This design comes from an exercise in tuning for small area, a short achievable clock period and few clock cycles per item on the open sky130 flow, not from production work.
RTL that was checked went through simulation tests only; none was proved equivalent to the original.

## run a
## yrc_pix2x2
module yrc_pix2x2 (
    input  wire        clk,
    input  wire        rst,         
    input  wire        in_valid,
    output wire        in_ready,
    input  wire [31:0] in_y,        
    input  wire [7:0]  in_v,
    input  wire [7:0]  in_u,
    output reg         out_valid,
    input  wire        out_ready,
    output reg  [95:0] out_rgb,     
    output reg  [31:0] out_gray     
);
==> module yrc_pix2x2, before the edit <==
module yrc_pix2x2 (
    input  wire        clk,
    input  wire        rst,         
    input  wire        in_valid,
    output wire        in_ready,
    input  wire [31:0] in_y,        
    input  wire [7:0]  in_v,
    input  wire [7:0]  in_u,
    output reg         out_valid,
    input  wire        out_ready,
    output reg  [95:0] out_rgb,     
    output reg  [31:0] out_gray     
);
    wire adv = !out_valid || out_ready;
    reg  [1:0]  cnt;                
    reg         full;               
    reg  [47:0] f0, f1;             
    reg         s1_valid, s2_valid;
    reg  [97:0] s1;                 
    reg  [127:0] s2;                
    assign in_ready = !full;
    wire push = in_valid && !full;
    wire pop  = adv && (cnt != 2'd0);
    wire [31:0] yl_in;
    genvar k;
    generate
        for (k = 0; k < 4; k = k + 1) begin : yin
            assign yl_in[8*k +: 8] = (in_y[8*k+4 +: 4] == 4'd0) ? 8'd0
                                   : {in_y[8*k+4 +: 4] - 4'd1, in_y[8*k +: 4]};
        end
    endgenerate
    wire [47:0] blk_in = {in_u, in_v, yl_in};
    always @(posedge clk) begin
        if (rst) begin
            cnt       <= 2'd0;
            full      <= 1'b0;
            s1_valid  <= 1'b0;
            s2_valid  <= 1'b0;
            out_valid <= 1'b0;
        end else begin
            cnt  <= cnt + {1'b0, push} - {1'b0, pop};
            full <= (cnt + {1'b0, push} - {1'b0, pop}) == 2'd2;
            if (adv) begin
                s1_valid  <= cnt != 2'd0;
                s2_valid  <= s1_valid;
                out_valid <= s2_valid;
            end
        end
    end
    always @(posedge clk) begin
        if (cnt == 2'd0 || pop) f0 <= full ? f1 : blk_in;
        if (!full)              f1 <= blk_in;
    end
    wire [7:0]  h_v = f0[39:32];
    wire [7:0]  h_u = f0[47:40];
    wire [17:0] cr;
    wire [28:0] cg;
    wire [18:0] cb;
    yrc_chroma u_chroma (.v(h_v), .u(h_u), .nv(~h_v), .nu(~h_u), .cr(cr), .cg(cg), .cb(cb));
    wire [17:0] s1_cr = s1[49:32];
    wire [28:0] s1_cg = s1[78:50];
    wire [18:0] s1_cb = s1[97:79];
    wire [127:0] sums;
    wire [95:0]  rgb;
    wire [31:0]  gray;
    generate
        for (k = 0; k < 4; k = k + 1) begin : px
            yrc_yuv_px u_yuv (
                .yl(s1[8*k +: 8]), .cr(s1_cr), .cg(s1_cg), .cb(s1_cb),
                .rs(sums[32*k +: 11]), .gs(sums[32*k+11 +: 10]), .bs(sums[32*k+21 +: 11])
            );
            yrc_gray_px u_gray (
                .rs(s2[32*k +: 11]), .gs(s2[32*k+11 +: 10]), .bs(s2[32*k+21 +: 11]),
                .r(rgb[24*k +: 8]), .g(rgb[24*k+8 +: 8]), .b(rgb[24*k+16 +: 8]),
                .gray(gray[8*k +: 8])
            );
        end
    endgenerate
    always @(posedge clk) begin
        if (adv) begin
            s1       <= {cb, cg, cr, f0[31:0]};
            s2       <= sums;
            out_rgb  <= rgb;
            out_gray <= gray;
        end
    end
endmodule
Settings: LEC_CHECK=0, CAP_MARGIN=20, CORE_MARGIN=2, CORE_UTILIZATION=40, SLEW_MARGIN=20; clock period 22.0 ns.
standard.sh (not shown) runs the stock make flow with config.mk's settings and CLKGATE_MAP_FILE= SYNTH_SCRIPT=/design/flow/synth_recipe.tcl, a recipe that flattens the netlist after the stock synthesis.
==> flow/flow/run.sh <==
#!/bin/bash
# Standard layout with three changes:
#  - between synthesis and floorplan, flow/invpush.py removes inverters around
#    full-adder cells in the synthesized netlist (a full adder is self-dual),
#    keeping every register as synthesized;
#  - the port buffers that global placement inserts are buf_2 cells;
#  - timing repair aims at 16.5 ns of setup slack (the clock stays 22 ns), so
#    that it sizes the critical paths for a shorter achieved period.
set -euo pipefail
R=orfs/results/${FLOW_PLATFORM}/yrc_pix2x2/base
bash standard.sh synth > synth.log 2>&1
cp $R/1_2_yosys.v $R/1_2_yosys_std.v
python3 flow/invpush.py $R/1_2_yosys_std.v $R/1_2_yosys.v > invpush.log 2>&1
# rebuild the synthesis database from the edited netlist, then lay it out
rm -f $R/1_synth.odb $R/1_synth.sdc
bash standard.sh finish "BUFFER_PORTS_ARGS=-buffer_cell sky130_fd_sc_hd__buf_2" SETUP_SLACK_MARGIN=16.5 > layout.log 2>&1
Other scripts of this flow, unchanged in this note and not shown: flow/flow/invpush.py
Testbench counts of run a, summed over its fixed seeds: cycles 8,016, items 8,000.
What run b does differently from run a at the input level:
--- a/flow/design.v
+++ b/flow/design.v
@@ -1754,13 +1754,5 @@
     wire push = in_valid && !full;
     wire pop  = adv && (cnt != 2'd0);
-    wire [31:0] yl_in;
-    genvar k;
-    generate
-        for (k = 0; k < 4; k = k + 1) begin : yin
-            assign yl_in[8*k +: 8] = (in_y[8*k+4 +: 4] == 4'd0) ? 8'd0
-                                   : {in_y[8*k+4 +: 4] - 4'd1, in_y[8*k +: 4]};
-        end
-    endgenerate
-    wire [47:0] blk_in = {in_u, in_v, yl_in};
+    wire [47:0] blk_in = {in_u, in_v, in_y};
     always @(posedge clk) begin
         if (rst) begin
@@ -1790,4 +1782,12 @@
     wire [18:0] cb;
     yrc_chroma u_chroma (.v(h_v), .u(h_u), .nv(~h_v), .nu(~h_u), .cr(cr), .cg(cg), .cb(cb));
+    wire [31:0] yl;
+    genvar k;
+    generate
+        for (k = 0; k < 4; k = k + 1) begin : yin
+            assign yl[8*k +: 8] = (f0[8*k+4 +: 4] == 4'd0) ? 8'd0
+                                : {f0[8*k+4 +: 4] - 4'd1, f0[8*k +: 4]};
+        end
+    endgenerate
     wire [17:0] s1_cr = s1[49:32];
     wire [28:0] s1_cg = s1[78:50];
@@ -1811,5 +1811,5 @@
     always @(posedge clk) begin
         if (adv) begin
-            s1       <= {cb, cg, cr, f0[31:0]};
+            s1       <= {cb, cg, cr, yl};
             s2       <= sums;
             out_rgb  <= rgb;
## What came out
| clock skew | higher: run b |. The cell count of the worst reg-to-reg path reported for run b is greater than that of run a by 5. As of run b, number of buffers inserted by post-CTS setup repair had risen by a little under 10% compared to run a. Run b against run a: post-placement worst setup slack decreased by 1.08 ns relative to the old numbers; fraction of the core area covered by cells at the end of the flow lower; total die area ~0 delta. Cmp run b vs run a: worst hold slack higher in run b. [compare] base=run a new=run b: placeable core region held, total length of routed wires went down about 1.3%.
For run b, only the layout was checked, not whether the RTL still works.

[afterwards: timing with drivers on the ports]
The results above use ideal ports. As a check the final layouts listed here were re-extracted and re-timed, cells and wires unchanged.
Step 1: set_driving_cell puts a clkbuf_16 on clk and a buf_2 on each other input, an assumption about the parent block.
Step 2 adds t to the input delays and takes it off the output delays; t is the mean of the earliest and latest rising clock arrival at the registers after step 1. Input paths then give back, and output paths get back, about the clock's delay inside the block.
a / b / c = no drivers / after step 1 / after step 2; a / b = the first two.
run | shift t [ns] | slack for setup (ns) | worst setup path at the end | worst data-port slew with drivers (ns)
run a | 0.710 | 16.302 / 16.243 / 15.938 | input to register | 0.07
run b | 0.726 | 16.208 / 16.208 / 15.858 | input to register | 0.05
After both steps setup and hold are still met in every run listed. The setup slack of run a, which loses most, moves by -0.059 ns with the drivers and by -0.364 ns with both steps.
